What follows belongs to an exercise in optimizing a design on an open flow for small area; a production flow would make more cautious choices. Only simulation tests tie the RTL to the original design; equivalence was not proved. Power and IR drop assume default switching activity.

== the reference run ==
// hmmm_core
module hmmm_core (
    input  wire        clk,
    input  wire        rst,
    input  wire [8:0]  code_size,
    output wire        imem_req,
    output wire [7:0]  imem_addr,
    input  wire        imem_ready,
    input  wire [15:0] imem_rdata,
    output wire        dmem_req,
    output wire        dmem_we,
    output wire [7:0]  dmem_addr,
    output wire [15:0] dmem_wdata,
    input  wire        dmem_ready,
    input  wire [15:0] dmem_rdata,
    output wire        in_req,
    input  wire        in_valid,
    input  wire        in_abort,
    input  wire [15:0] in_data,
    output wire        out_valid,
    output wire [15:0] out_data,
    output wire [1:0]  status,
    output wire [2:0]  cause,
    output wire [7:0]  lpc,
    input  wire [3:0]  dbg_addr,
    output wire [15:0] dbg_data
);
Size in the first run: about 1,200 cells after synthesis, ~310 flip-flops, roughly 150 I/O pins, roughly 12,000 µm² of cells after synthesis.
==> flow/config.mk <==
export PLATFORM = sky130hd
export DESIGN_NAME = hmmm_core
export DESIGN_NICKNAME = hmmm_core
export VERILOG_FILES = /design/flow/design.v
export SDC_FILE = /design/flow/constraint.sdc
export NUM_CORES = 4
export LEC_CHECK = 0
export CAP_MARGIN = 20
export CORE_MARGIN = 2
export CORE_UTILIZATION = 50
export PLACE_DENSITY = 0.65
export SLEW_MARGIN = 20
export SYNTH_HIERARCHICAL = 1
export SYNTH_MINIMUM_KEEP_SIZE = 0
==> flow/constraint.sdc <==
create_clock -name core_clock -period 11.0 [get_ports {clk}]
set_input_delay 2.2000 -clock core_clock [delete_from_list [all_inputs] [get_ports {clk}]]
set_output_delay 2.2000 -clock core_clock [all_outputs]
set_load 0.01 [all_outputs]
standard.sh (not shown) runs the stock make flow with config.mk's settings and CLKGATE_MAP_FILE= SYNTH_SCRIPT=/design/flow/synth_recipe.tcl, a recipe that flattens the netlist after the stock synthesis.
==> flow/flow/run.sh <==
#!/bin/bash
# The standard layout (standard.sh) with three changes to how it is built:
# abc maps the logic with an area-oriented script (flow/synth.tcl, flow/area.abc),
# the port buffers are the smallest buffer cell, and clock tree synthesis uses
# clkbuf_8 with sink clusters of up to 20 and no dummy loads.
set -euo pipefail
W=$(pwd)
export MY_WORK=$W
export MY_ABC_SCRIPT=$W/flow/area.abc
export BUFFER_PORTS_ARGS="-buffer_cell sky130_fd_sc_hd__buf_1"
export CTS_ARGS="-sink_clustering_enable -repair_clock_nets -dont_use_dummy_load -sink_clustering_size 20 -sink_clustering_max_diameter 50 -buf_list {sky130_fd_sc_hd__clkbuf_8}"
sed "s#SYNTH_SCRIPT=[^ ]*#SYNTH_SCRIPT=$W/flow/synth.tcl#" standard.sh > my_standard.sh
grep -q "SYNTH_SCRIPT=$W/flow/synth.tcl" my_standard.sh
bash my_standard.sh > standard.log 2>&1
==> flow/flow/area.abc <==
&get -n
&st
&dch
&nf -p -R 1000
&put
==> flow/flow/synth.tcl <==
# The standard flow's synthesis script (synth_recipe.tcl), with abc mapping the logic by
# the area-oriented script flow/area.abc instead of ORFS's speed script.
proc abc {args} {
  set i [lsearch -exact $args -script]
  if {$i >= 0} { lset args [expr {$i + 1}] $::env(MY_ABC_SCRIPT) }
  yosys abc {*}$args
}
source [file join $::env(MY_WORK) synth_recipe.tcl]
## Diff of input files: the trial run against the reference run
--- a/flow/design.v
+++ b/flow/design.v
@@ -28,23 +28,23 @@
                      S_ADD2 = 5'd4,  S_CHK   = 5'd5,  S_MEM  = 5'd7,
                      S_MWAIT= 5'd8,  S_RD    = 5'd9,  S_ITER = 5'd10, S_DCOR = 5'd11,
                      S_DFIN = 5'd12, S_WB    = 5'd13, S_NX1  = 5'd14, S_NX2  = 5'd15;
     localparam [4:0] S_HALT = 5'b10000, S_ABORT = 5'b11000;
     reg [15:0] ring [0:14];
     reg [3:0]  c;
     reg [4:0]  st;
     reg [7:0]  pc;
     reg [15:0] ir;
     reg [16:0] A;
     reg [15:0] Q;
-    reg        f1;
+    reg        f1, f2;
     wire done = st[4];
     wire [3:0] op = ir[15:12];
     wire [3:0] fx = ir[11:8];
     wire [3:0] fy = ir[7:4];
     wire [3:0] fz = ir[3:0];
     wire [7:0] n8 = ir[7:0];
     wire op0     = (op == 4'h0);
     wire is_halt = (ir == 16'h0000);
     wire is_read = op0 && (ir[7:0] == 8'h01);
     wire is_wr   = op0 && (ir[7:0] == 8'h02);
     wire is_jmpi = op0 && (ir[7:0] == 8'h03);
@@ -136,23 +136,23 @@
                 cin  = s_div;
             end
         end
         S_DCOR: begin
             gate = s_div;
             inv  = 1'b1;
             cin  = 1'b1;
         end
         S_DFIN: begin
             if (is_div) begin
                 opA  = {Q[15], Q};
-                cin  = f1 && !Anz;
+                cin  = f1;
             end else begin
                 gate = Anz && !s_div;
             end
         end
         default: ;
         endcase
     end
     wire [16:0] opB = ({17{gate}} & {rd[15], rd}) ^ {17{inv}};
     wire [17:0] sum18 = {opA, cin} + {opB, cin};
     wire [16:0] sum   = sum18[17:1];
     genvar b;
@@ -161,23 +161,23 @@
     generate for (b = 0; b < 9; b = b + 1) begin : g_lt
         assign lb[b+1] = (~A[b] & code_size[b]) | (lb[b] & ~(A[b] ^ code_size[b]));
     end endgenerate
     wire        lt      = lb[9];
     wire        hz9     = (A[16:9] == 8'd0);
     wire        code_ok = hz9 && lt;
     wire        data_ok = hz9 && !A[8] && !lt;
     wire        taken  = is_jmpi ? 1'b1 :
                          (op[1:0] == 2'b00) ? rdz :
                          (op[1:0] == 2'b01) ? !rdz :
                          (op[1:0] == 2'b10) ? (!rd[15] && !rdz) : rd[15];
-    wire        ovf    = (A[16] != A[15]) || (is_mul && f1);
+    wire        ovf    = (A[16] != A[15]) || (is_mul && f1) || (is_div && f2);
     wire [3:0]  cnt    = ir[7:4];
     wire        last   = (cnt == 4'd15);
     assign imem_req   = (st == S_FETCH);
     assign imem_addr  = pc;
     assign dmem_req   = (st == S_MEM);
     assign dmem_we    = is_store;
     assign dmem_addr  = A[7:0];
     assign dmem_wdata = rd;
     assign in_req     = (st == S_RD);
     assign out_valid  = (st == S_EXEC) && is_wr;
     assign out_data   = rd;
@@ -230,29 +230,30 @@
                     else if (is_call) begin pc <= A[7:0]; st <= S_WB; end
                     else if (taken) st <= S_NX2;
                     else st <= S_NX1;
                 end
             end
             S_MEM: if (dmem_ready) st <= is_store ? S_NX1 : S_MWAIT;
             S_MWAIT: st <= S_WB;
             S_RD: if (in_valid) st <= in_abort ? S_ABORT : S_WB;
             S_ITER: begin
                 if (!is_mul && rdz) st <= 5'b10111;                       
                 else begin
-                    if (is_mul) f1 <= f1 | (A[16] != A[15]);
+                    if (is_mul) f1 <= f1 | (sum[16] != sum[15]);
                     if (last) st <= is_mul ? S_WB : S_DCOR;
                 end
             end
             S_DCOR: begin
-                f1 <= s_div;
-                st <= (is_div && Q[15] && Q[14]) ? 5'b10110 : S_DFIN;    
+                f1 <= s_div && (sum == 17'd0);
+                f2 <= Q[15] & Q[14];
+                st <= S_DFIN;
             end
             S_DFIN: st <= S_WB;
             S_WB: begin
                 if (ovf) st <= 5'b10110;                                  
                 else if (fx == 4'd0 || c == fx) st <= is_call ? S_FETCH : S_NX1;
             end
             S_NX1: st <= S_NX2;
             S_NX2: begin
                 if (code_ok) begin pc <= A[7:0]; st <= S_FETCH; end
                 else st <= 5'b10001;                                      
             end
==> comparison <==
The trial run: PASS, flow complete, no timing, DRC or antenna violations
The reference run | stages: all done | timing, DRC, antenna: all pass
Cmp the trial run vs the reference run: clock power share lower in the trial run
Comparing the trial run and the reference run, the lower synthesized cell count was measured on the reference run.
Between the trial run and the reference run, the final cell count is higher for the trial run.
On average routed wire per standard cell, the reference run tracks the trial run almost exactly.
The run with more setup slack is the reference run; the trial run has less.
Per the comparison of the trial run with the reference run, sequential share of layout area went down 0.30 points; final routed wirelength across all metal layers went up 270 µm; maximum clock frequency went down about 3.4%; portion of the layout cell area used by clock cells held.
Between the trial run and the reference run, the difference in initial core utilization is negligible.
Worst setup path category: reg -> reg -> the trial run, in -> reg -> the reference run

static timing again, ports no longer ideal:
The results above use ideal ports. As a check the final layouts listed here were re-extracted and re-timed, cells and wires unchanged. Step 1, drivers: a clkbuf_16 drives clk and a buf_2 each remaining input, both assumed. Step 2, shift: input delay + t, output delay - t, t = (earliest + latest rising clock arrival at the registers) / 2. This alone moves slack from input paths to output paths. Slacks: ideal ports / drivers / drivers and shift; pairs: ideal ports / drivers.
run	shift t [ns]	slack for setup (ns)	latest minus earliest clock arrival (ns)
the reference run	0.603	1.121 / 1.130 / 0.537	0.086 / 0.085
the trial run	0.603	0.772 / 0.772 / 0.211	0.095 / 0.096
After both steps setup and hold are still met in every run listed. For the reference run, which loses most, drivers alone change the setup slack by +0.009 ns; drivers and shift together by -0.584 ns.
